This is an optimization exercise on Yosys and OpenROAD, whose aim is small area, a short achievable clock period and few clock cycles per item, not a production implementation.
Function was checked by simulation only, so behaviour that the tests miss may differ from the original.
Power is estimated from default activity; no workload was simulated.

==> flow/design.v <==
module vole_engine (
    input             clk,
    input             rst,
    input             cmd_valid,
    input      [3:0]  cmd_op,
    input      [7:0]  cmd_addr,
    input      [15:0] cmd_data,
    output            cmd_ready,
    output reg        rdata_valid,
    output reg [8:0]  rdata,
    output reg        log_valid,
    output reg [3:0]  log_kind,
    output reg [8:0]  log_addr,
    output     [7:0]  pc,
    output     [15:0] timer,
    output            running,
    output            dirty
);
    localparam [3:0] C_EDIT  = 4'd1,  C_TIMER = 4'd2,  C_PC    = 4'd3,
                     C_RUN   = 4'd4,  C_STEP  = 4'd5,  C_SOFT  = 4'd6,
                     C_FULL  = 4'd7,  C_STOP  = 4'd8,  C_CLRD  = 4'd9,
                     C_RDMEM = 4'd10, C_RDREG = 4'd11;
    localparam [3:0] K_DECODE = 4'd1, K_STORE = 4'd2, K_MOVE  = 4'd3,
                     K_ADD    = 4'd4, K_RES6  = 4'd5, K_ROT   = 4'd6,
                     K_HALT   = 4'd7, K_UNREC = 4'd8, K_RUN   = 4'd9;
    localparam [15:0] TIMER_RESET = 16'd500;
    localparam [15:0] TIMER_MAX   = 16'd1500;
    localparam [2:0] S_IDLE = 3'd0, S_STEP = 3'd1, S_LD1 = 3'd2,
                     S_LD2 = 3'd3, S_RDC = 3'd4, S_RDR = 3'd5;
    reg [7:0]   x [0:15];
    reg [7:0]   pc_q;
    reg [15:0]  timer_q;
    reg         run_q;
    reg         dirty_q;
    reg [2:0]   state;
    reg [7:0]   ea_q;            
    reg [6:0]   oa_q;            
    reg         sel_q;           
    reg         ib_v;            
    reg [7:0]   ib1, ib2;
    reg         iok1, iok2;
    reg         pred_q;          
    reg         np_q;            
    reg         hb_v;            
    reg         hb_odd;          
    reg [8:0]   hb;
    reg [7:0]   ra_q;            
    reg [3:0]   lr_q;            
    reg [7:0]   lpc_q;           
    reg         pend_d2;         
    reg         pend_i;          
    reg [3:0]   pk_q;            
    reg         pa_q;            
    reg         wq_v;            
    reg [7:0]   wq_a;
    reg [8:0]   wq_d;
    reg         clr_q;           
    assign pc        = pc_q;
    assign timer     = timer_q;
    assign running   = run_q;
    assign dirty     = dirty_q;
    wire ready = (state == S_IDLE) && !pend_d2 && !pend_i;
    assign cmd_ready = ready;
    wire take  = ready && cmd_valid;
    wire act   = (ready && !cmd_valid && run_q) || (state == S_STEP);
    reg  [8:0] em [0:127];       
    reg  [8:0] om [0:126];       
    reg  [8:0] e_rd, o_rd;
    integer k;
    always @(*) begin
        e_rd = 9'd0;
        o_rd = 9'd0;
        for (k = 0; k < 128; k = k + 1) e_rd = e_rd | (em[k] & {9{ea_q == k}});
        for (k = 0; k < 127; k = k + 1) o_rd = o_rd | (om[k] & {9{oa_q == k}});
    end
    wire [8:0] p1 = sel_q ? o_rd : e_rd;    
    wire [8:0] p2 = sel_q ? e_rd : o_rd;    
    wire [7:0] xr;
    wire       s_store;
    wire       st_we = act && ib_v && s_store;
    wire       w_v   = wq_v || st_we;
    wire [7:0] w_a   = wq_v ? wq_a : ib2;
    wire [8:0] w_d   = clr_q ? 9'd0 : (wq_v ? wq_d : {1'b1, xr});
    genvar g;
    generate
        for (g = 0; g < 128; g = g + 1) begin : ebank
            always @(posedge clk)
                if (clr_q || (w_v && w_a == 2 * g)) em[g] <= w_d;
        end
        for (g = 0; g < 127; g = g + 1) begin : obank
            always @(posedge clk)
                if (clr_q || (w_v && w_a == 2 * g + 1)) om[g] <= w_d;
        end
    endgenerate
    wire [3:0] op  = ib1[7:4];
    wire [3:0] rg  = ib1[3:0];
    wire [3:0] hi  = ib2[7:4];
    wire [3:0] lo  = ib2[3:0];
    assign     xr   = x[rg];
    wire [7:0] xhi  = x[hi];
    wire [7:0] xlo  = x[lo];
    wire [7:0] x0   = x[0];
    wire [7:0] ag = xhi & xlo;
    wire [7:0] ap = xhi ^ xlo;
    wire [7:0] g1, p1c, g2, p2c, g3;
    genvar j;
    generate
        for (j = 0; j < 8; j = j + 1) begin : pfx
            if (j >= 1) begin : l1
                assign g1[j]  = ag[j] | (ap[j] & ag[j-1]);
                assign p1c[j] = ap[j] & ap[j-1];
            end else begin : l1z
                assign g1[j]  = ag[j];
                assign p1c[j] = ap[j];
            end
            if (j >= 2) begin : l2
                assign g2[j]  = g1[j] | (p1c[j] & g1[j-2]);
                assign p2c[j] = p1c[j] & p1c[j-2];
            end else begin : l2z
                assign g2[j]  = g1[j];
                assign p2c[j] = p1c[j];
            end
            if (j >= 4) begin : l3
                assign g3[j]  = g2[j] | (p2c[j] & g2[j-4]);
            end else begin : l3z
                assign g3[j]  = g2[j];
            end
        end
    endgenerate
    wire [7:0] sum  = ap ^ {g3[6:0], 1'b0};
    wire       ovf  = g3[7];
    wire [15:0] rr  = {xr, xr} >> lo[2:0];
    wire [7:0] rotr = rr[7:0];
    wire [15:0] timer_dec = (timer_q == 16'd0) ? 16'd0 : timer_q - 16'd1;
    wire [7:0]  pc_p2     = pc_q + 8'd2;
    wire is_load  = (op == 4'd1);
    wire ld_fast  = iok1 && iok2 && !np_q;    
    wire is_add   = (op == 4'd5);
    wire is_beq   = (op == 4'd11);
    assign s_store = (op == 4'd3) && (ib2 != 8'd255);
    reg        e_wr;             
    reg [3:0]  s_wi;
    reg [7:0]  s_wd;
    reg        e_stop;
    reg        e_e;              
    reg [3:0]  e_k;
    reg        s_a255;
    always @(*) begin
        e_wr    = 1'b0;
        s_wi    = rg;
        s_wd    = ib2;
        e_stop  = 1'b0;
        e_e     = 1'b0;
        e_k     = K_UNREC;
        s_a255  = 1'b0;
        case (op)
        4'd1: ;                                            
        4'd2: begin e_wr = 1'b1; s_wd = ib2; end           
        4'd3: begin                                        
            if (ib2 == 8'd255) begin
                e_e = 1'b1; e_k = K_STORE; s_a255 = 1'b1;
            end
        end
        4'd4: begin                                        
            if (rg != 4'd0) begin
                e_e = 1'b1; e_k = K_MOVE; e_stop = 1'b1;
            end else begin
                e_wr = 1'b1; s_wi = lo; s_wd = xhi;
            end
        end
        4'd5: begin s_wd = sum; e_k = K_ADD; end           
        4'd6: begin e_e = 1'b1; e_k = K_RES6; e_stop = 1'b1; end
        4'd7: begin e_wr = 1'b1; s_wd = xlo | xhi; end     
        4'd8: begin e_wr = 1'b1; s_wd = xlo & xhi; end     
        4'd9: begin e_wr = 1'b1; s_wd = xlo ^ xhi; end     
        4'd10: begin                                       
            if (hi != 4'd0) begin
                e_e = 1'b1; e_k = K_ROT; e_stop = 1'b1;
            end else begin
                e_wr = 1'b1; s_wd = rotr;
            end
        end
        4'd11: ;                                           
        4'd12: begin                                       
            e_stop = 1'b1;
            if (rg != 4'd0 || ib2 != 8'd0) begin
                e_e = 1'b1; e_k = K_HALT;
            end
        end
        default: begin e_e = 1'b1; e_k = K_UNREC; e_stop = 1'b1; end
        endcase
    end
    wire s_add_ovf = is_add && ovf;
    wire s_wr      = e_wr || (is_add && !ovf);
    wire s_stop    = e_stop || s_add_ovf;
    wire s_e       = e_e || s_add_ovf;
    wire s_taken   = is_beq && (xr == x0);
    wire hazard = s_store && (ib2 == pc_p2 || ib2 == pc_q + 8'd3);
    wire keep_t = !is_load && pred_q;                          
    wire keep_n = !is_load && !pred_q && !hazard && !e_stop;   
    wire keep   = s_taken ? keep_t : (keep_n && !s_add_ovf);
    function [15:0] pair_at;
        input [7:0] p;
        pair_at = {{1'b0, p[7:1]} + {7'd0, p[0]}, p[7:1], p[0]};
    endfunction
    function [15:0] cell_at;
        input [7:0] a;
        cell_at = {1'b0, a[7:1], a[7:1], a[0]};
    endfunction
    wire [7:0]  f1     = p1[7:0];
    wire [7:0]  f2     = p2[7:0];
    wire        f_load = (f1[7:4] == 4'd1);
    wire        f_jump = (f1 == 8'hB0) && !f2[0];
    wire        f_pred = f_load || f_jump;
    wire [15:0] a_pc   = pair_at(pc_q);
    wire [15:0] a_pc2  = pair_at(pc_p2);
    wire [15:0] a_pc4  = pair_at(pc_q + 8'd4);
    wire [15:0] a_ib2  = pair_at(ib2);
    wire [15:0] a_ib22 = pair_at(ib2 + 8'd2);
    wire [15:0] a_seq  = !ib_v ? a_pc2 : (s_taken ? a_ib22 : a_pc4);
    function [15:0] cell_and_half;
        input [7:0]  c;
        input [15:0] s;
        cell_and_half = c[0] ? {s[15:8], c[7:1], 1'b1}
                             : {1'b0, c[7:1], s[7:1], 1'b0};
    endfunction
    wire [15:0] a_pred = f_load ? cell_and_half(f2, a_seq)
                                : {1'b0, f2[7:1], f2[7:1], 1'b0};
    reg [15:0] n_addr;           
    reg        n_addr_en;
    always @(*) begin
        n_addr    = a_pc;
        n_addr_en = 1'b1;
        if (!ib_v) begin
            n_addr_en = !wq_v;
            n_addr    = f_pred ? a_pred : a_seq;
        end else if (is_load) begin
            n_addr    = ld_fast ? cell_and_half(p1[7:0], a_pc2) : cell_at(ib2);
        end else if (keep) begin
            n_addr    = f_pred ? a_pred : a_seq;
        end else if (s_stop) begin
            n_addr    = a_pc;
        end else begin
            n_addr    = s_taken ? a_ib2 : a_pc2;
        end
    end
    wire ib_load = ib_v ? keep : !wq_v;      
    wire       hb_full = hb_v && (hb_odd == sel_q);
    wire [8:0] h_even  = hb_odd ? p2 : hb;
    wire [8:0] h_odd   = hb_odd ? hb : p2;
    wire [8:0] h1      = pc_q[0] ? h_odd : h_even;
    wire [8:0] h2      = pc_q[0] ? h_even : h_odd;
    wire sreset = take && (cmd_op == C_RUN || cmd_op == C_SOFT || cmd_op == C_FULL);
    wire ld2    = (state == S_LD2);
    wire x_we   = (act && ib_v && s_wr) || ld2;
    wire [3:0] x_wi = ld2 ? lr_q : s_wi;
    wire [7:0] x_wd = ld2 ? p1[7:0] : s_wd;
    integer i;
    always @(posedge clk) begin
        if (rst || sreset) begin
            for (i = 0; i < 16; i = i + 1) x[i] <= 8'd0;
        end else if (x_we) begin
            x[x_wi] <= x_wd;
        end
    end
    always @(posedge clk) begin
        clr_q <= rst || (take && cmd_op == C_FULL);
        wq_v  <= !rst && take && cmd_op == C_EDIT && cmd_addr != 8'd255;
        wq_a  <= cmd_addr;
        wq_d  <= {cmd_data[8], cmd_data[7:0] & {8{cmd_data[8]}}};
    end
    always @(posedge clk) begin
        if (rst) begin
            ib_v   <= 1'b0;
            ib1    <= 8'd0;
            ib2    <= 8'd0;
            iok1   <= 1'b0;
            iok2   <= 1'b0;
            pred_q <= 1'b0;
            np_q   <= 1'b0;
            hb_v   <= 1'b0;
            hb_odd <= 1'b0;
            hb     <= 9'd0;
        end else if (take) begin
            ib_v <= 1'b0;
            if (cmd_op == C_RDREG) ib2[3:0] <= cmd_addr[3:0];
        end else if (act) begin
            ib_v <= ib_load;
            if (ib_load) begin
                ib1    <= p1[7:0];
                ib2    <= p2[7:0];
                iok1   <= p1[8];
                iok2   <= p2[8];
                pred_q <= f_jump && !f_load;
                np_q   <= 1'b0;
            end
            hb_v   <= ib_v && is_load && ld_fast;
            hb_odd <= !sel_q;
            hb     <= p2;
        end else if (ld2) begin
            hb_v <= 1'b0;
            if (hb_full) begin
                ib_v   <= 1'b1;
                ib1    <= h1[7:0];
                ib2    <= h2[7:0];
                iok1   <= h1[8];
                iok2   <= h2[8];
                pred_q <= 1'b0;
                np_q   <= 1'b1;
            end
        end else if (state == S_LD1) begin
            hb_v <= 1'b0;
        end
    end
    always @(posedge clk) begin
        if (rst) begin
            {ea_q, oa_q, sel_q} <= pair_at(8'd0);
        end else if (take) begin
            case (cmd_op)
            C_PC:    {ea_q, oa_q, sel_q} <= pair_at(cmd_addr);
            C_FULL:  {ea_q, oa_q, sel_q} <= pair_at(8'd0);
            C_RDMEM: {ea_q, oa_q, sel_q} <= cell_at(cmd_addr);
            default: {ea_q, oa_q, sel_q} <= a_pc;
            endcase
        end else if (act) begin
            if (n_addr_en) {ea_q, oa_q, sel_q} <= n_addr;
        end else if (!pend_d2 && !pend_i) begin
            case (state)
            S_LD1:   {ea_q, oa_q, sel_q} <= cell_at(p1[7:0]);
            S_LD2:   {ea_q, oa_q, sel_q} <= hb_full ? a_pc4 : a_pc2;
            S_RDC:   {ea_q, oa_q, sel_q} <= a_pc;
            default: ;
            endcase
        end
    end
    always @(posedge clk) begin
        if (rst) begin
            pc_q        <= 8'd0;
            timer_q     <= TIMER_RESET;
            run_q       <= 1'b0;
            dirty_q     <= 1'b0;
            state       <= S_IDLE;
            ra_q        <= 8'd0;
            lr_q        <= 4'd0;
            lpc_q       <= 8'd0;
            pend_d2     <= 1'b0;
            pend_i      <= 1'b0;
            pk_q        <= 4'd0;
            pa_q        <= 1'b0;
            rdata_valid <= 1'b0;
            rdata       <= 9'd0;
            log_valid   <= 1'b0;
            log_kind    <= 4'd0;
            log_addr    <= 9'd0;
        end else begin
            rdata_valid <= 1'b0;
            log_valid   <= 1'b0;
            if (take) begin
                case (cmd_op)
                C_TIMER: begin
                    if (cmd_data <= TIMER_MAX) timer_q <= cmd_data;
                end
                C_PC: begin
                    pc_q <= cmd_addr;
                end
                C_RUN: begin
                    timer_q   <= TIMER_RESET;
                    run_q     <= 1'b1;
                    dirty_q   <= 1'b1;
                    log_valid <= 1'b1;
                    log_kind  <= K_RUN;
                    log_addr  <= {1'b0, pc_q};
                end
                C_STEP: begin
                    state <= S_STEP;
                end
                C_SOFT: begin
                    timer_q <= TIMER_RESET;
                    dirty_q <= 1'b0;
                end
                C_FULL: begin
                    timer_q <= TIMER_RESET;
                    dirty_q <= 1'b0;
                    pc_q    <= 8'd0;
                    run_q   <= 1'b0;
                end
                C_STOP: begin
                    run_q <= 1'b0;
                end
                C_CLRD: begin
                    dirty_q <= 1'b0;
                end
                C_RDMEM: begin
                    state <= S_RDC;
                end
                C_RDREG: begin
                    state <= S_RDR;
                end
                default: ;
                endcase
            end else if (act) begin
                if (ib_v) begin
                    state   <= S_IDLE;
                    lpc_q   <= pc_q;
                    pend_d2 <= !iok1 && !iok2;
                    pend_i  <= s_e && (!iok1 || !iok2);
                    pk_q    <= s_add_ovf ? K_ADD : e_k;
                    pa_q    <= s_a255;
                    if (!iok1 || !iok2 || s_e) begin
                        dirty_q   <= 1'b1;
                        log_valid <= 1'b1;
                        if (!iok1) begin
                            log_kind <= K_DECODE;
                            log_addr <= {1'b0, pc_q};
                        end else if (!iok2) begin
                            log_kind <= K_DECODE;
                            log_addr <= {1'b0, pc_q} + 9'd1;
                        end else begin
                            log_kind <= s_add_ovf ? K_ADD : e_k;
                            log_addr <= s_a255 ? 9'd255 : {1'b0, pc_q};
                        end
                    end
                    if (is_load) begin
                        lr_q  <= rg;
                        if (!ld_fast) begin
                            state <= S_LD1;
                            ra_q  <= ib2;
                        end else begin
                            state <= S_LD2;
                            ra_q  <= p1[7:0];
                            if (!p1[8]) begin
                                dirty_q   <= 1'b1;
                                log_valid <= 1'b1;
                                log_kind  <= K_DECODE;
                                log_addr  <= {1'b0, ib2};
                            end
                        end
                    end else if (s_stop) begin
                        run_q <= 1'b0;
                    end else begin
                        timer_q <= timer_dec;
                        pc_q    <= s_taken ? ib2 : pc_p2;
                    end
                end
            end else if (pend_d2) begin
                pend_d2   <= 1'b0;
                log_valid <= 1'b1;
                log_kind  <= K_DECODE;
                log_addr  <= {1'b0, lpc_q} + 9'd1;
            end else if (pend_i) begin
                pend_i    <= 1'b0;
                log_valid <= 1'b1;
                log_kind  <= pk_q;
                log_addr  <= pa_q ? 9'd255 : {1'b0, lpc_q};
            end else begin
                case (state)
                S_LD1: begin
                    if (!p1[8]) begin
                        dirty_q   <= 1'b1;
                        log_valid <= 1'b1;
                        log_kind  <= K_DECODE;
                        log_addr  <= {1'b0, ra_q};
                    end
                    ra_q  <= p1[7:0];
                    state <= S_LD2;
                end
                S_LD2: begin
                    if (!p1[8]) begin
                        dirty_q   <= 1'b1;
                        log_valid <= 1'b1;
                        log_kind  <= K_DECODE;
                        log_addr  <= {1'b0, ra_q};
                    end
                    pc_q    <= pc_p2;
                    timer_q <= timer_dec;
                    state   <= S_IDLE;
                end
                S_RDC: begin
                    rdata_valid <= 1'b1;
                    rdata       <= p1;
                    state       <= S_IDLE;
                end
                S_RDR: begin
                    rdata_valid <= 1'b1;
                    rdata       <= {1'b0, xlo};
                    state       <= S_IDLE;
                end
                default: state <= S_IDLE;
                endcase
            end
        end
    end
endmodule
==> flow/run.sh <==
#!/bin/bash
# synth_recipe.tcl (not shown) runs the flow's synth.tcl, then flattens the netlist and writes it again
# the make line also repeats each setting of config.mk as NAME=value (left out here)
make -C /OpenROAD-flow-scripts/flow DESIGN_CONFIG=/design/flow/config.mk WORK_HOME=/design/flow/orfs CLKGATE_MAP_FILE= SYNTH_SCRIPT=/design/flow/synth_recipe.tcl finish
==> flow/config.mk <==
export PLATFORM = sky130hd
export DESIGN_NAME = vole_engine
export DESIGN_NICKNAME = vole_engine
export VERILOG_FILES = /design/flow/design.v
export SDC_FILE = /design/flow/constraint.sdc
export NUM_CORES = 4
export LEC_CHECK = 0
export CAP_MARGIN = 40
export CORE_MARGIN = 2
export CORE_UTILIZATION = 40
export CTS_BUF_LIST = sky130_fd_sc_hd__clkbuf_16
export CTS_CLUSTER_DIAMETER = 60
export CTS_CLUSTER_SIZE = 20
export SETUP_SLACK_MARGIN = 5
export SLEW_MARGIN = 50
==> flow/constraint.sdc <==
create_clock -name core_clock -period 10.0 [get_ports {clk}]
set_input_delay 2.0000 -clock core_clock [delete_from_list [all_inputs] [get_ports {clk}]]
set_output_delay 2.0000 -clock core_clock [all_outputs]
set_load 0.01 [all_outputs]
==> summary.txt, run 1 <==
* Status: complete, no violations
* Lkg Pwr at 0.0457 uW
* Avg Inst Size Synth at 13.6 um2
* Overall die width at 539 um
* Clk_skew at 81.8 ps
* Detailed placement HPWL at 444,000 um
* Synth Instances at 8,434
* Crit Path Max Fanout at 17
* Final ANT Viol Nets at 0
* CTS Buffer Depth at 4
* Slew of the pin with the lowest slew margin at 902 ps
* CTS Sinks at 2,582
* H-tree Lvls at 4
* I/O pins at 82
* Final hold vios at 0
* Area growth from synthesis to layout at 17.2%
* Nets at 8,693
* CTS tree: done
* Crit path required time at 10,860 ps
* YS warnings at 3
* Initial core utilization at 40.2%
* Sequential area share after synthesis at 66.3%
* RSZ-0062 raised after global routing: true
* Final worst path period share at 53.3%
* Setup violators final at 0
* Total track usage at 44.2%
* Number of CTS-inserted buffers at 222
* Cell area after synthesis at 115,000 um2
* Most area-consuming cells after synthesis: edfxtp_1, dfxtp_1, nand3_1, mux2i_1, a22oi_1
* Clock Pin Slew Worst Setup and Hold Paths at 80 ps
* Initial DRC count at 21,500
* Port-buffer cells at 81
* Setup TNS at 0 ps
* Worst-Skew Late Latency at 1000 ps
* Fin util at 47.1%
* GRT Residual Overflow at 0
* Detailed Routing Iterations Pass 1 at 9
* Syn_nets at 8,502
* Antenna violations before repair at 78
* Gpl congestion at 1.09
* Post-synth top flop: edfxtp_1
* CP max stage delay at 640 ps
* Min Tclk post-route at 5330 ps
* Final slew viol count at 0
* Core area at 285,000 um2
* Die Footprint at 291,000 um2
* Startpoint types: flip-flop
* MaxCap Viol Count at 0
* VDD IR max at 150 uV
* CP Cell Sequence: buf_4, or3_2, buf_4, o22ai_1, a22oi_2, nand4_1, or4_4, or3_1, a32o_1, a41o_1, buf_4, a21oi_4, o211ai_1, a311oi_4
* Yosys cell types at 108
* Vias in the first global route at 84,700
* Clk root buf: clkbuf_16
* DRC Markers at 0
* PD cells at 225 nW/um2
* Slew margin rel. at 39.9%
* Share of the synthesized area in the top cell type at 63.5%
* Seq cells post-synth at 2,582
* Average wire per standard cell at 53.0 um
* Setup crit end kind: flip-flop
* Routed WL at 670,000 um
* Vias at 96,000
* Critical-path top delay cell: or4_4
* WS Path Type: flip-flop to flip-flop
* Filler cells at 24,900
* FFs w/ async S/R, synth at 0%
* Post-synth EDFFs at 2,423
* Worst hold-check path type: flip-flop to flip-flop
* Die boundary height at 539 um
* Via/cell ratio at 7.60
* Rows at 196
* Layout cell share with drive strength beyond 1 at 20.6%
* Largest net degree at the start of global routing at 115
* Worst Path Arrival at 6190 ps
* Post-synth top area cell: edfxtp_1
* Achievable Freq at 188 MHz
* First-pass GRT wire length at 853,000 um
* Cell mode on critical path: buf_4
[final cells by class]
cell class	count	area [um2]	share of cell area (%)
well taps	3762	4710	3.51
clock inverters	182	2080	1.55
inverters	69	260	0.194
multi-input cells	5085	38100	28.3
flip-flops and latches	2582	76000	56.6
repair buffers	665	7250	5.40
clock buffers	229	5730	4.27
diodes	66	165	0.123
[worst max-delay path: cells and delay by family (launching register included)]
kind            cells  cell delay [ps]
buf+inv             3              890
compound gates      7             1950
flops               1              540
simple gates        4             1740
[kinds of logic (layout without fill, tap and decap cells)]
| group | after synthesis | after routing | share of synthesized area [%] |
|---|---|---|---|
| flops | 2582 | 2582 | 66.3 |
| simple gates | 2522 | 2524 | 11.8 |
| compound gates | 1947 | 1948 | 12.3 |
| buf+inv | 770 | 1145 | 2.91 |
| mux | 492 | 492 | 5.57 |
| xor+xnor | 84 | 84 | 0.642 |
| fa+ha+maj | 37 | 37 | 0.411 |
| other cells | 0 | 66 | 0 |
[metrics by stage]
stage / hold WS, ps / cells / instance area [um2] / power [uW] / setup WS, ps
finish: 464 / 12600 / 134000 / 30300 / 4670
global route: 475 / 12600 / 134000 / 30200 / 4900
CTS: 460 / 12500 / 132000 / 29200 / 4930
detailed placement: 452 / 12000 / 123000 / 19500 / 3610
global placement: 442 / 11900 / 121000 / 19400 / 2900
floorplan: 431 / 8434 / 115000 / 15800 / 3780
[timing repair]
action | CTS | global route
gates cloned | 16 | 7
setup buffers | 64 | 51
hold buffers | 0 | 0
resized for setup | 186 | 140
setup endpoints to repair | 390 | 312
pin swaps | 28 | 42
[state kept, by name (all words and copies together) (netlist names), 7 cells and up, named ones only]
register / cells
ib1: 8
wq_a: 8
pc_q: 8
em: 1152
om: 1143
ea_q: 8
ib2: 8
timer_q: 16
log_addr: 9
wq_d: 9
rdata: 9
x: 128
oa_q: 7
lpc_q: 8
ra_q: 8
hb: 9
[where the power goes]
part	switching [uW]	internal (uW)	total [uW]
Clock	4860	4750	9610
Sequential	473	12600	13100
Combinational	5610	1910	7530
Total	10900	19300	30300
[layer usage]
metal  share of wire [%]  wire (um)  track usage [%]  vias to the layer above
met5                0.13        861             1.97                        -
met4                 7.4      49600             24.0                       50
met3                  18     123000             24.8                     2292
met2                  38     257000             58.4                    10700
met1                  36     240000             56.4                    48800
li1                    -          -                -                    34100
[synth_stat cells, types with 74 or more instances]
master and count:
a32oi_1 83, buf_2 107, and3_1 99, o21ai_0 204, o211ai_1 114, a21o_1 266
a22oi_1 314, nand3_1 606, mux4_2 100, buf_1 74, nor3b_1 86, mux2i_1 239
nand4_1 187, nand2_1 447, dfxtp_1 159, edfxtp_1 2423, a21oi_1 255, nor3_1 89
o22ai_1 93, mux2_2 146, nor2_1 467, clkbuf_1 466
[final timing paths]
| path | slack [ps] | cells past startpoint | startpoint | end |
|---|---|---|---|---|
| worst min register to register | 460 | 2 | pk_q[0]$_SDFFE_PP0P_ | pk_q[0]$_SDFFE_PP0P_ |
| worst max register to register | 4670 | 14 | ea_q[1]$_SDFFE_PP0P_ | oa_q[3]$_SDFFE_PP0P_ |
| worst min-delay path | 460 | 2 | pk_q[0]$_SDFFE_PP0P_ | pk_q[0]$_SDFFE_PP0P_ |
| worst max-delay path | 4670 | 14 | ea_q[1]$_SDFFE_PP0P_ | oa_q[3]$_SDFFE_PP0P_ |
[cell usage in the layout (no fill, tap or decap), types with 46 or more instances in the layout]
master	count
a21o_2	81
mux4_2	100
and3_1	93
a22oi_1	302
clkbuf_16	237
clkdlybuf4s50_1	80
a21oi_1	234
mux2_2	146
buf_4	378
a32oi_1	83
nor3b_1	71
inv_1	67
a22o_1	56
o21ai_0	183
a21o_1	182
buf_6	48
nand4_1	187
diode_2	66
o22ai_1	85
o211ai_1	114
a211oi_1	46
nand2_1	410
nor2_1	400
mux2i_1	220
nor3_1	76
dfxtp_1	132
nand3b_1	58
edfxtp_1	2423
nand3_1	593
and3b_1	69
xnor2_1	52
Testbench counts, summed over its fixed seeds: cycles 31,272, instrs 18,085.
==> run 2: changes to the inputs <==
--- a/flow/config.mk
+++ b/flow/config.mk
@@ -7,7 +7,7 @@
 export LEC_CHECK = 0
 export CAP_MARGIN = 40
 export CORE_MARGIN = 2
-export CORE_UTILIZATION = 40
+export CORE_UTILIZATION = 50
 export CTS_BUF_LIST = sky130_fd_sc_hd__clkbuf_16
 export CTS_CLUSTER_DIAMETER = 60
 export CTS_CLUSTER_SIZE = 20
==> run 2 against run 1 <==
Synthesized cell count stayed put; via count is 1.4% higher; combinational power is 2% lower; critical path type unchanged; critical endpoint is now oa_q[5]$_SDFFE_PP0P_; largest cell class unchanged; largest power group unchanged; highest routed layer unchanged.
==> summary.txt, run 2 <==
* Cts hold-fix bufs at 0 (unchanged)
* Most frequent cells after synthesis: edfxtp_1, nand3_1, nor2_1
* Clk pwr share at 27.9% (-3.9 points)
* Post-synth EDFFs at 2,423 (unchanged)
* Rows at 175 (-11%)
* Share of the synthesized area in the top cell type at 63.5% (unchanged)
* Total track usage at 54.8% (+11 points)
* GRT Residual Overflow at 0 (unchanged)
* Fraction of power spent switching nets at 36.0% (-0.16 points)
* Startpoint types: flip-flop
* FF-to-FF setup slack at 4490 ps (-180 ps)
* Slew of the pin with the lowest slew margin at 912 ps (+10.6 ps)
* R2r worst-path depth at 13 (-1)
* Clk_skew at 41.6 ps (-40.1 ps)
* Lkg Pwr at 0.0447 uW (-2.2%)
* Most area-consuming cells after synthesis: edfxtp_1, dfxtp_1, nand3_1, mux2i_1, a22oi_1
* Final slew viol count at 0 (unchanged)
* Initial DRC count at 23,300 (+8.1%)
* Detailed Routing Iterations Pass 1 at 9 (unchanged)
* CP max stage delay at 720 ps (+80 ps)
* Crit path required time at 10,730 ps (-130 ps)
* Min Tclk post-route at 5510 ps (+176 ps)
* Avg Inst Size Synth at 13.6 um2 (unchanged)
* Average wire per standard cell at 55.3 um (+4.4%)
* Most frequent cell after synthesis: edfxtp_1
* Crit Path Max Fanout at 18 (+1)
* Overall die width at 483 um (-10%)
* Area growth from synthesis to layout at 14.8%
* Yosys cell types at 108 (unchanged)
* Worst Path Arrival at 6230 ps (+40 ps)
* Hold depth at 2 (unchanged)
* Gpl congestion at 1.14 (+4.4%)
* Final worst path period share at 55.1% (+1.8 points)
* CTS Sinks at 2,582 (unchanged)
* Synth Instances at 8,434 (unchanged)
* Reg power frac at 46.1% (+2.8 points)
* MaxCap Viol Count at 0 (unchanged)
* Seq cells post-synth at 2,582 (unchanged)
* Vias at 97,300 (+1.4%)
* Cell area after synthesis at 115,000 um2 (unchanged)
* CP delay by family, top: simple AND/OR/NAND/NOR gates
* Layout cell share with drive strength beyond 1 at 20.1% (-0.50 points)
* Most frequent cells in the layout: edfxtp_1, nand3_1, nand2_1
* PD cells at 217 nW/um2 (-3.8%)
* Worst-Skew Late Latency at 920 ps (-80 ps)
* Post-place setup slack at 3530 ps (-77.4 ps)
* Final ANT Viol Nets at 0 (unchanged)
* Largest regs: em: 1152 flops, om: 1143 flops, x: 128 flops
* Initial core utilization at 50.3% (+10 points)
* YS warnings at 3 (unchanged)
* Setup crit end kind: flip-flop
* VDD IR max at 191 uV (+27%)
* Int Pwr at 18,200 uW (-5.6%)
* First-pass GRT wire length at 833,000 um (-2.4%)
* RSZ-0062 raised after global routing: true
* Cell mode on critical path: nand4_1
* Slew margin rel. at 39.0% (-0.89 points)
* Vias in the first global route at 83,600 (-1.3%)
* Post-synth top area cell: edfxtp_1
* Die boundary height at 483 um (-10%)
* Commonest non-fill, non-tap cell in the layout: edfxtp_1
* CP Cell Sequence: buf_16, nor2b_2, buf_4, nand4_1, nand4_1, nor4_4, nand2_2, or4_1, a221oi_4, a41o_1, and2_4, nand3_1, a311oi_4
* Status: complete, no violations
* Achievable Freq at 182 MHz (-3.2%)
* I/O pins at 82 (unchanged)
* WHS Endpoint: dirty_q$_SDFFE_PP0P_
* Crit Reg-Reg Endpoint: oa_q[5]$_SDFFE_PP0P_
* Max FFs per register at 1,152 (unchanged)
* Nets at 8,662 (-0.36%)
* Critical-path top delay cell: nor4_4
* Port-buffer cells at 81 (unchanged)
* Via/cell ratio at 8.22 (+8.2%)
* Detailed placement HPWL at 445,000 um (+0.26%)
* Worst hold-check path type: flip-flop to flip-flop
* Final hold vios at 0 (unchanged)
* Antenna violations before repair at 131 (+68%)
* Setup TNS at 0 ps (unchanged)
* Clock Pin Slew Worst Setup and Hold Paths at 90 ps (about the same)
* Syn_nets at 8,502 (unchanged)
* Number of CTS-inserted buffers at 182 (-18%)
* Clk root buf: clkbuf_16
* FFs w/ async S/R, synth at 0% (unchanged)
* Filler cells at 17,700 (-29%)
* Sequential area share after synthesis at 66.3% (unchanged)
* Most flop-heavy register: em
* Final worst setup slack at 4490 ps (-176 ps)
* Worst Path Buf+Inv at 2 (-1)
* Largest net degree at the start of global routing at 120 (+4.3%)
* Setup violators final at 0 (unchanged)
* DRC Markers at 0 (unchanged)
* Routed WL at 655,000 um (-2.2%)
* Core area at 227,000 um2 (-20%)
* Power share of the combinational group at 25.9% (+1.0 points)
* Die Footprint at 233,000 um2 (-20%)
* Worst reg2reg startpoint: oa_q[1]$_SDFFE_PP0P_
* Post-synth top flop: edfxtp_1
* NetSw at 10,300 uW (-6.3%)
* CTS tree: done
* H-tree Lvls at 4 (unchanged)
* WS Path Type: flip-flop to flip-flop
* CTS Buffer Depth at 3 (-1)
* Worst Hold Launch: dirty_q$_SDFFE_PP0P_
## run 2: cell counts after synthesis
Identical to the previous run, type by type.
## run 2: kinds of logic (layout without fill, tap and decap cells)
kind of cell    after synthesis  in the layout  share of synthesized area, %
xor+xnor                     84             84                         0.642
buf+inv                     770           1051                          2.91
fa+ha+maj                    37             37                         0.411
other cells                   0            116                             0
mux                         492            492                          5.57
compound gates             1947           1947                          12.3
flops                      2582           2582                          66.3
simple gates               2522           2522                          11.8
## run 2: power groups by stage
stage	Combinational, uW	Sequential, uW	Clock [uW]
6_report	7380	13100	7960
5_1_grt	6990	13100	8200
4_1_cts	6410	13100	7840
3_5_place_dp	5930	13400	0
3_3_place_gp	5790	13400	0
2_1_floorplan	2740	13000	0
## run 2: final cells by class
cell class | instances | area (um2) | share of cell area, %
diodes | 116 | 290 | 0.221
clock buffers | 185 | 4630 | 3.52
clock inverters | 120 | 1290 | 0.983
inverters | 69 | 264 | 0.201
multi-input cells | 5082 | 38100 | 29.0
flip-flops and latches | 2582 | 76000 | 57.8
well taps | 3009 | 3760 | 2.86
repair buffers | 677 | 7100 | 5.40
## run 2: how the worst max path moves through the flow
stage | cells after the start | from | endpoint | slack, ps
CTS | 13 | ea_q[0]$_SDFFE_PP0P_ | oa_q[5]$_SDFFE_PP0P_ | 4860
global route | 15 | oa_q[3]$_SDFFE_PP0P_ | oa_q[5]$_SDFFE_PP0P_ | 4810
finish | 13 | oa_q[1]$_SDFFE_PP0P_ | oa_q[5]$_SDFFE_PP0P_ | 4490
global placement | 13 | oa_q[3]$_SDFFE_PP0P_ | ea_q[6]$_SDFFE_PP0P_ | 2580
detailed placement | 16 | flip-flop | oa_q[5]$_SDFFE_PP0P_ | 3530
floorplan | 5 | wq_v$_DFF_P_ | em[0][8]$_DFFE_PP_ | 3780
## run 2: worst min-delay path: stages (launching register included)
cell and delay [ps]:
dfxtp_1 310, inv_1 50, a211oi_1 50
## run 2: layer usage
layer | vias to the layer above | GRT usage [%] | part of all wire (%)
li1 | 34000 | - | -
met1 | 48100 | 68.5 | 34
met2 | 12200 | 68.6 | 37
met3 | 2833 | 37.2 | 21
met4 | 102 | 29.8 | 7.9
met5 | - | 11.1 | 0.59
## run 2: through the flow
| stage | utilization [%] | std cells | total power (uW) | cell area (um2) | hold slack [ps] |
|---|---|---|---|---|---|
| 6_report | 57.8 | 11800 | 28500 | 131000 | 459 |
| 5_1_grt | 57.7 | 11800 | 28300 | 131000 | 481 |
| 4_1_cts | 56.9 | 11700 | 27300 | 130000 | 458 |
| 3_5_place_dp | 53.6 | 11300 | 19300 | 122000 | 447 |
| 3_3_place_gp | 52.8 | 11200 | 19200 | 120000 | 450 |
| 2_1_floorplan | - | 8434 | 15800 | 115000 | 431 |
## run 2: timing repair
item | in CTS | in global routing
endpoints found under the setup margin | 743 | 1313
setup buffers | 76 | 52
resized for setup | 207 | 218
gates cloned | 6 | 5
pin swaps | 36 | 51
==> run 3: changes to the inputs <==
--- a/flow/config.mk
+++ b/flow/config.mk
@@ -7,7 +7,7 @@
 export LEC_CHECK = 0
 export CAP_MARGIN = 40
 export CORE_MARGIN = 2
-export CORE_UTILIZATION = 50
+export CORE_UTILIZATION = 45
 export CTS_BUF_LIST = sky130_fd_sc_hd__clkbuf_16
 export CTS_CLUSTER_DIAMETER = 60
 export CTS_CLUSTER_SIZE = 20
==> run 3 against run 2 <==
Global-route usage fell by 3.8 points; non-clock buffer count increased by 31; synthesized cell count did not move; largest cell class unchanged.
==> summary.txt, run 3 <==
* FFs w/ async S/R, synth at 0% (unchanged)
* Min Tclk post-route at 5390 ps (-117 ps)
* MaxCap Viol Count at 0 (unchanged)
* Most area-consuming cells after synthesis: edfxtp_1, dfxtp_1, nand3_1, mux2i_1, a22oi_1
* Cell mode on critical path: nand4_1
* Routed WL at 681,000 um (+3.9%)
* Number of CTS-inserted buffers at 204 (+12%)
* Die boundary height at 509 um (+5.4%)
* CTS Sinks at 2,582 (unchanged)
* Slew margin rel. at 38.2% (-0.80 points)
* Most frequent cells in the layout: edfxtp_1, nand3_1, nand2_1
* Detailed Routing Iterations Pass 1 at 8 (-1)
* Cts hold-fix bufs at 0 (unchanged)
* Share of the synthesized area in the top cell type at 63.5% (unchanged)
* Worst Setup SP: oa_q[6]$_SDFFE_PP0P_
* Most frequent cell after synthesis: edfxtp_1
* Cell area after synthesis at 115,000 um2 (unchanged)
* CTS tree: done
* Commonest non-fill, non-tap cell in the layout: edfxtp_1
* PD cells at 223 nW/um2 (+3.1%)
* Layout cell share with drive strength beyond 1 at 20.8% (+0.63 points)
* Clk root buf: clkbuf_16
* Setup violators final at 0 (unchanged)
* Average wire per standard cell at 55.7 um (+0.61%)
* Crit Path Max Fanout at 33 (+15)
* Final slew viol count at 0 (unchanged)
* Most frequent cells after synthesis: edfxtp_1, nand3_1, nor2_1
* Clock Pin Slew Worst Setup and Hold Paths at 70 ps (-20 ps)
* Antenna violations before repair at 97 (-26%)
* Sequential area share after synthesis at 66.3% (unchanged)
* Post-synth top area cell: edfxtp_1
* Worst-Skew Late Latency at 940 ps (+20 ps)
* Initial core utilization at 45.1% (-5.2 points)
* VDD IR max at 210 uV (+9.8%)
* Status: complete, no violations
* Syn_nets at 8,502 (unchanged)
* Slew of the pin with the lowest slew margin at 925 ps (+12.5 ps)
* Vias in the first global route at 83,500 (-0.11%)
* First-pass GRT wire length at 862,000 um (+3.5%)
* Via/cell ratio at 7.92 (-3.6%)
* Nets at 8,718 (+0.65%)
* Crit path required time at 10,720 ps (about the same)
* Worst Hold Launch: pk_q[0]$_SDFFE_PP0P_
* Final hold slack at 460 ps (+0.842 ps)
* Overall die width at 509 um (+5.4%)
* Post-synth EDFFs at 2,423 (unchanged)
* Max FFs per register at 1,152 (unchanged)
* Detailed placement HPWL at 456,000 um (+2.5%)
* Lkg Pwr at 0.0456 uW (+1.9%)
* Total track usage at 51.0% (-3.8 points)
* Worst Path Buf+Inv at 2 (unchanged)
* Port-buffer cells at 81 (unchanged)
* Worst Path Arrival at 6110 ps (-120 ps)
* Synth Instances at 8,434 (unchanged)
* Initial DRC count at 22,000 (-5.7%)
* Final worst path period share at 53.9% (-1.2 points)
* Setup crit end kind: flip-flop
* Clk_skew at 76.5 ps (+34.9 ps)
* Post-synth top flop: edfxtp_1
* Critical-path top delay cell: nand4_1
* Gpl congestion at 1.09 (-3.9%)
* Largest regs: em: 1152 flops, om: 1143 flops, x: 128 flops
* Core area at 254,000 um2 (+12%)
* Startpoint types: flip-flop
* CTS Buffer Depth at 3 (unchanged)
* CP max stage delay at 590 ps (-130 ps)
* I/O pins at 82 (unchanged)
* Die Footprint at 259,000 um2 (+11%)
* Final std cells w/o fill at 12,200 (+3.3%)
* Seq cells post-synth at 2,582 (unchanged)
* Most flop-heavy register: em
* Vias at 96,900 (-0.42%)
* Rows at 185 (+5.7%)
* CP Cell Sequence: buf_16, and3b_2, buf_4, nand4_1, nand4_1, or3_1, or4_1, or4_4, o21a_4, nand2_1, o311ai_1, a2111oi_2, a311oi_1
* Final ANT Viol Nets at 0 (unchanged)
* Dpl cells at 11,600 (+3.3%)
* Final hold vios at 0 (unchanged)
* Worst hold-check path type: flip-flop to flip-flop
* H-tree Lvls at 4 (unchanged)
* WS Path Type: flip-flop to flip-flop
* YS warnings at 3 (unchanged)
* Final total power at 29,800 uW (+4.6%)
* Yosys cell types at 108 (unchanged)
* Setup TNS at 0 ps (unchanged)
* CP delay by family, top: simple AND/OR/NAND/NOR gates
* Achievable Freq at 185 MHz (+2.2%)
* GRT Residual Overflow at 0 (unchanged)
* RSZ-0062 raised after global routing: true
* Worst reg2reg startpoint: oa_q[6]$_SDFFE_PP0P_
* Area growth from synthesis to layout at 16.4%
* DRC Markers at 0 (unchanged)
* Largest net degree at the start of global routing at 115 (-4.2%)
* Avg Inst Size Synth at 13.6 um2 (unchanged)
## run 3: changes by cell type in the layout (fill, tap and decap cells not counted), moves of 8 or more
cell,before,now
a21o_1,140,165
a21o_2,117,97
buf_2,16,27
buf_4,392,408
buf_8,36,22
bufinv_16,8,16
clkbuf_16,190,212
clkinv_8,14,25
clkinvlp_4,8,16
diode_2,116,55
inv_8,13,22
## run 3: final cells by class
| class | instances | area (um2) |
|---|---|---|
| antenna | 55 | 138 |
| clock buffer | 204 | 5100 |
| clock inverter | 162 | 2070 |
| fill | 21300 | 120000 |
| inverter | 69 | 260 |
| multi-input combinational | 5085 | 38100 |
| sequential | 2582 | 76000 |
| tap | 3366 | 4210 |
| timing repair buffer | 708 | 7420 |
## run 3: timing repair
item	CTS	global route
endpoints found under the setup margin	1515	1352
setup buffers	76	54
pin swaps	34	34
gates cloned	11	10
gates resized for setup	266	149
## run 3: cell families (layout without fill, tap and decap cells)
logic type | Yosys count | count (layout) | synth area share [%]
muxes | 492 | 492 | 5.57
buffers and inverters | 770 | 1143 | 2.91
xor gates and xnor gates | 84 | 84 | 0.642
other | 0 | 55 | 0
DFF | 2582 | 2582 | 66.3
AOI/OAI and AO/OA | 1947 | 1948 | 12.3
adders and majority gates | 37 | 37 | 0.411
and+or+nand+nor | 2522 | 2524 | 11.8
## run 3: layer usage
| layer | track usage [%] | vias up | wire (um) |
|---|---|---|---|
| li1 | - | 34100 | - |
| met1 | 65.6 | 49500 | 245000 |
| met2 | 66.1 | 11000 | 258000 |
| met3 | 32.0 | 2238 | 131000 |
| met4 | 24.1 | 101 | 45000 |
| met5 | 2.26 | - | 2410 |
## run 3: through the flow
stage	cell area, um2	util [%]	worst slack [ps]
floorplan	115000	-	3780
global placement	121000	47.5	2800
detailed placement	122000	48.2	3460
CTS	132000	51.8	4990
global route	133000	52.5	4850
finish	133000	52.6	4610
## run 3: worst register-to-register path: cells and delay by family, from the launching register on
kind / cells / cell delay [ps]
simple gates: 7 / 3440
compound gates: 4 / 930
buf+inv: 2 / 460
flops: 1 / 420
## run 3: final timing paths
kind	slack, ps	cells after the start	end
worst max-delay path	4610	13	oa_q[5]$_SDFFE_PP0P_
worst min-delay path	460	2	pk_q[0]$_SDFFE_PP0P_
worst max register to register	4610	13	oa_q[5]$_SDFFE_PP0P_
worst min register to register	460	2	pk_q[0]$_SDFFE_PP0P_
## run 3: report_power, final
part           switching [uW]  leakage, uW  internal [uW]  total, uW
logic                    5740       0.0160           1920       7650
registers                 465       0.0261          12600      13100
clock network            4670      0.00346           4360       9030
==> run 4: changes to the inputs <==
--- a/flow/config.mk
+++ b/flow/config.mk
@@ -7,9 +7,6 @@
 export LEC_CHECK = 0
 export CAP_MARGIN = 40
 export CORE_MARGIN = 2
-export CORE_UTILIZATION = 45
-export CTS_BUF_LIST = sky130_fd_sc_hd__clkbuf_16
-export CTS_CLUSTER_DIAMETER = 60
-export CTS_CLUSTER_SIZE = 20
+export CORE_UTILIZATION = 40
 export SETUP_SLACK_MARGIN = 5
 export SLEW_MARGIN = 50
==> run 4 against run 3 <==
Critical path depth increased by 1; first-iteration DRC count decreased by 3.7%; clock skew decreased by 4.3 ps; sequential share of layout area decreased by 1.1 points; via count decreased by 0.64%; cell count increased by 4.5%; die area increased by 12%; critical endpoint unchanged; critical path type unchanged; global-route usage decreased by 6.7 points; area after synthesis unchanged; non-clock buffer count decreased by 16; utilization decreased by 4.8 points; register-to-register slack improved by 110 ps; largest power group unchanged.
==> summary.txt, run 4 <==
* Total track usage at 44.3% (-6.7 points)
* Most frequent cell after synthesis: edfxtp_1
* Clk_skew at 72.2 ps (-4.28 ps)
* Avg Inst Size Synth at 13.6 um2 (unchanged)
* DRC Markers at 0 (unchanged)
* Final worst path period share at 52.8% (-1.1 points)
* Clock Pin Slew Worst Setup and Hold Paths at 60 ps (about the same)
* VDD IR max at 152 uV (-27%)
* Detailed Routing Iterations Pass 1 at 9 (+1)
* Most flop-heavy register: em
* Post-place setup slack at 3610 ps (+144 ps)
* R2r worst-path depth at 14 (+1)
* Min Tclk post-route at 5280 ps (-107 ps)
* Syn_nets at 8,502 (unchanged)
* Final hold vios at 0 (unchanged)
* Global Route met3 Usage at 24.8% (-7.2 points)
* Overall die width at 539 um (+6.0%)
* CTS tree: done
* Clk root buf: clkbuf_16
* Initial core utilization at 40.2% (-5.0 points)
* Setup violators final at 0 (unchanged)
* Most frequent cells in the layout: edfxtp_1, nand3_1, nand2_1, buf_4, nor2_1
* Worst hold-check path type: flip-flop to flip-flop
* Number of CTS-inserted buffers at 294 (+44%)
* Routed WL at 671,000 um (-1.4%)
* Die boundary height at 539 um (+6.0%)
* Post-synth top flop: edfxtp_1
* Status: complete, no violations
* FF-to-FF setup slack at 4720 ps (+110 ps)
* Filler cells at 24,800 (+16%)
* Max FFs per register at 1,152 (unchanged)
* Fin util at 47.8% (-4.8 points)
* Commonest non-fill, non-tap cell in the layout: edfxtp_1
* Sequential area share after synthesis at 66.3% (unchanged)
* Average wire per standard cell at 52.5 um (-5.6%)
* GRT Residual Overflow at 0 (unchanged)
* Slew of the pin with the lowest slew margin at 888 ps (-37.2 ps)
* Startpoint types: flip-flop
* Core area at 285,000 um2 (+12%)
* Most frequent cells after synthesis: edfxtp_1, nand3_1, nor2_1
* Final worst setup slack at 4720 ps (+107 ps)
* Met2 Use GR at 58.0% (-8.1 points)
* Dpl cells at 12,000 (+3.2%)
* Final std cells w/o fill at 12,800 (+4.5%)
* Detailed placement HPWL at 444,000 um (-2.7%)
* Port-buffer cells at 81 (unchanged)
* PD cells at 234 nW/um2 (+4.6%)
* Worst Path Arrival at 6070 ps (-40 ps)
* Yosys cell types at 108 (unchanged)
* WS Path Type: flip-flop to flip-flop
* I/O pins at 82 (unchanged)
* FFs w/ async S/R, synth at 0% (unchanged)
* Rows at 196 (+5.9%)
* Worst Hold Launch: pk_q[0]$_SDFFE_PP0P_
* Top Usage Layer GRT: met2
* Seq cells post-synth at 2,582 (unchanged)
* Final ANT Viol Nets at 0 (unchanged)
* Setup TNS at 0 ps (unchanged)
* Gpl congestion at 1.09 (-0.33%)
* Setup crit end kind: flip-flop
* Crit Reg-Reg Endpoint: oa_q[5]$_SDFFE_PP0P_
* Nets at 8,793 (+0.86%)
* Slew margin rel. at 40.8% (+2.6 points)
* H-tree Lvls at 5 (+1)
* Lkg Pwr at 0.0467 uW (+2.4%)
* CTS Buffer Depth at 4 (+1)
* Largest regs: em: 1152 flops, om: 1143 flops, x: 128 flops
* Worst setup path end: oa_q[5]$_SDFFE_PP0P_
* Largest net degree at the start of global routing at 115 (unchanged)
* Layout cell share with drive strength beyond 1 at 20.9% (+0.14 points)
* Post-synth EDFFs at 2,423 (unchanged)
* Met1 Track Usage GR at 56.8% (-8.8 points)
* Crit Path Max Fanout at 12 (-64%)
* Vias at 96,300 (-0.64%)
* Crit path required time at 10,790 ps (+70 ps)
* Area growth from synthesis to layout at 18.8%
* Die Footprint at 291,000 um2 (+12%)
* Worst-Skew Late Latency at 980 ps (+40 ps)
* CTS Sinks at 2,582 (unchanged)
* Achievable Freq at 189 MHz (+2.0%)
* MaxCap Viol Count at 0 (unchanged)
* Post-synth top area cell: edfxtp_1
* Initial DRC count at 21,100 (-3.7%)
* Most area-consuming cells after synthesis: edfxtp_1, dfxtp_1, nand3_1, mux2i_1, a22oi_1
* YS warnings at 3 (unchanged)
* Antenna violations before repair at 78 (-20%)
* Synth Instances at 8,434 (unchanged)
* Share of the synthesized area in the top cell type at 63.5% (unchanged)
* Via/cell ratio at 7.54 (-4.9%)
* First-pass GRT wire length at 855,000 um (-0.84%)
* Worst Setup SP: oa_q[0]$_SDFFE_PP0P_
* Vias in the first global route at 85,300 (+2.2%)
* Final slew viol count at 0 (unchanged)
* RSZ-0062 raised after global routing: true
* Worst reg2reg startpoint: oa_q[0]$_SDFFE_PP0P_
* Cell area after synthesis at 115,000 um2 (unchanged)
-- run 4: timing repair --
item,4_1_cts,5_1_grt
setup buffers,60,85
cloned,14,7
resized for setup,180,128
endpoints found under the setup margin,401,390
pin swaps,28,42
hold buffers,0,0
hold endpoints to repair,0,0
-- run 4: layout make-up --
cell class              count  area [um2]  area share, %
multi-input cells        5086       38000           27.9
repair buffers            692        7360           5.41
clock inverters           161        1870           1.38
clock buffers             366        7690           5.65
flip-flops and latches   2582       76000           55.9
well taps                3762        4710           3.46
inverters                  69         260          0.191
diodes                     60         150          0.110
-- run 4: logic make-up after synthesis --
group           Yosys count  share of synthesized area, %
mux                     492                          5.57
xor+xnor                 84                         0.642
compound gates         1947                          12.3
fa+ha+maj                37                         0.411
buf+inv                 770                          2.91
flops                  2582                          66.3
simple gates           2522                          11.8
-- run 4: through the flow --
stage,area [um2],hold WS [ps],total power [uW]
detailed placement,123000,452,19500
global route,136000,475,31800
global placement,121000,442,19400
floorplan,115000,431,15800
CTS,134000,460,30700
finish,136000,462,31800
-- run 4: worst min-delay path by stage --
| stage | end | slack (ps) | cells past startpoint |
|---|---|---|---|
| after global routing | pk_q[0]$_SDFFE_PP0P_ | 480 | 2 |
| final | pk_q[0]$_SDFFE_PP0P_ | 460 | 2 |
| after global placement | pk_q[0]$_SDFFE_PP0P_ | 440 | 2 |
| after detailed placement | pk_q[0]$_SDFFE_PP0P_ | 450 | 2 |
| after CTS | pk_q[0]$_SDFFE_PP0P_ | 460 | 2 |
| after floorplan | pk_q[0]$_SDFFE_PP0P_ | 430 | 2 |
-- run 4: critical path, cell delays in order (launching register included) --
cell and delay (ps):
dfxtp_4 450, buf_4 270, buf_4 220, and2_1 180, buf_4 240, nand2_1 490, o22ai_1 210, nor4_1 610
nand4_1 510, or4_4 710, o21a_2 290, mux2i_1 190, a21oi_1 110, a2111oi_4 460, a311oi_1 140
-- run 4: metal layers --
| metal | wire [um] | vias to the layer above | share of wire (%) |
|---|---|---|---|
| met2 | 256000 | 10700 | 38 |
| met1 | 240000 | 48800 | 36 |
| met5 | 1590 | - | 0.24 |
| met4 | 50100 | 66 | 7.5 |
| met3 | 124000 | 2348 | 18 |
| li1 | - | 34300 | - |
-- run 4: report_power, final --
group          total [uW]  internal (uW)  switching, uW
clock               11200           6270           4880
combinational        7520           1920           5600
sequential          13100          12700            468
total               31800          20800          10900

-- re-timing with driven ports --
How much do the figures lean on ideal ports? The routed layouts below were timed once more, with nothing changed but the port constraints.
Step 1 sets driving cells, clkbuf_16 on the clock port and buf_2 on the other inputs (assumed; they add their load-dependent delay and slew).
Step 2 times the ports against the registers' clock, not the clock port: input delays grow and output delays shrink by t, the midpoint of the rising clock arrivals with the driver on.
Three values: ideal, step 1, step 2; two values: the first two.
run	t (ns)	slack for setup (ns)	worst setup path after step 2
run 1	1.064	4.668 / 4.668 / 3.961	input to register
run 2	0.987	4.492 / 4.492 / 4.123	input to register
run 3	0.995	4.609 / 4.609 / 4.031	input to register
run 4	1.054	4.716 / 4.716 / 4.011	input to register
After both steps setup and hold are still met in every run listed. For run 1, which loses most, drivers alone change the setup slack by 0.000 ns; drivers and shift together by -0.707 ns.
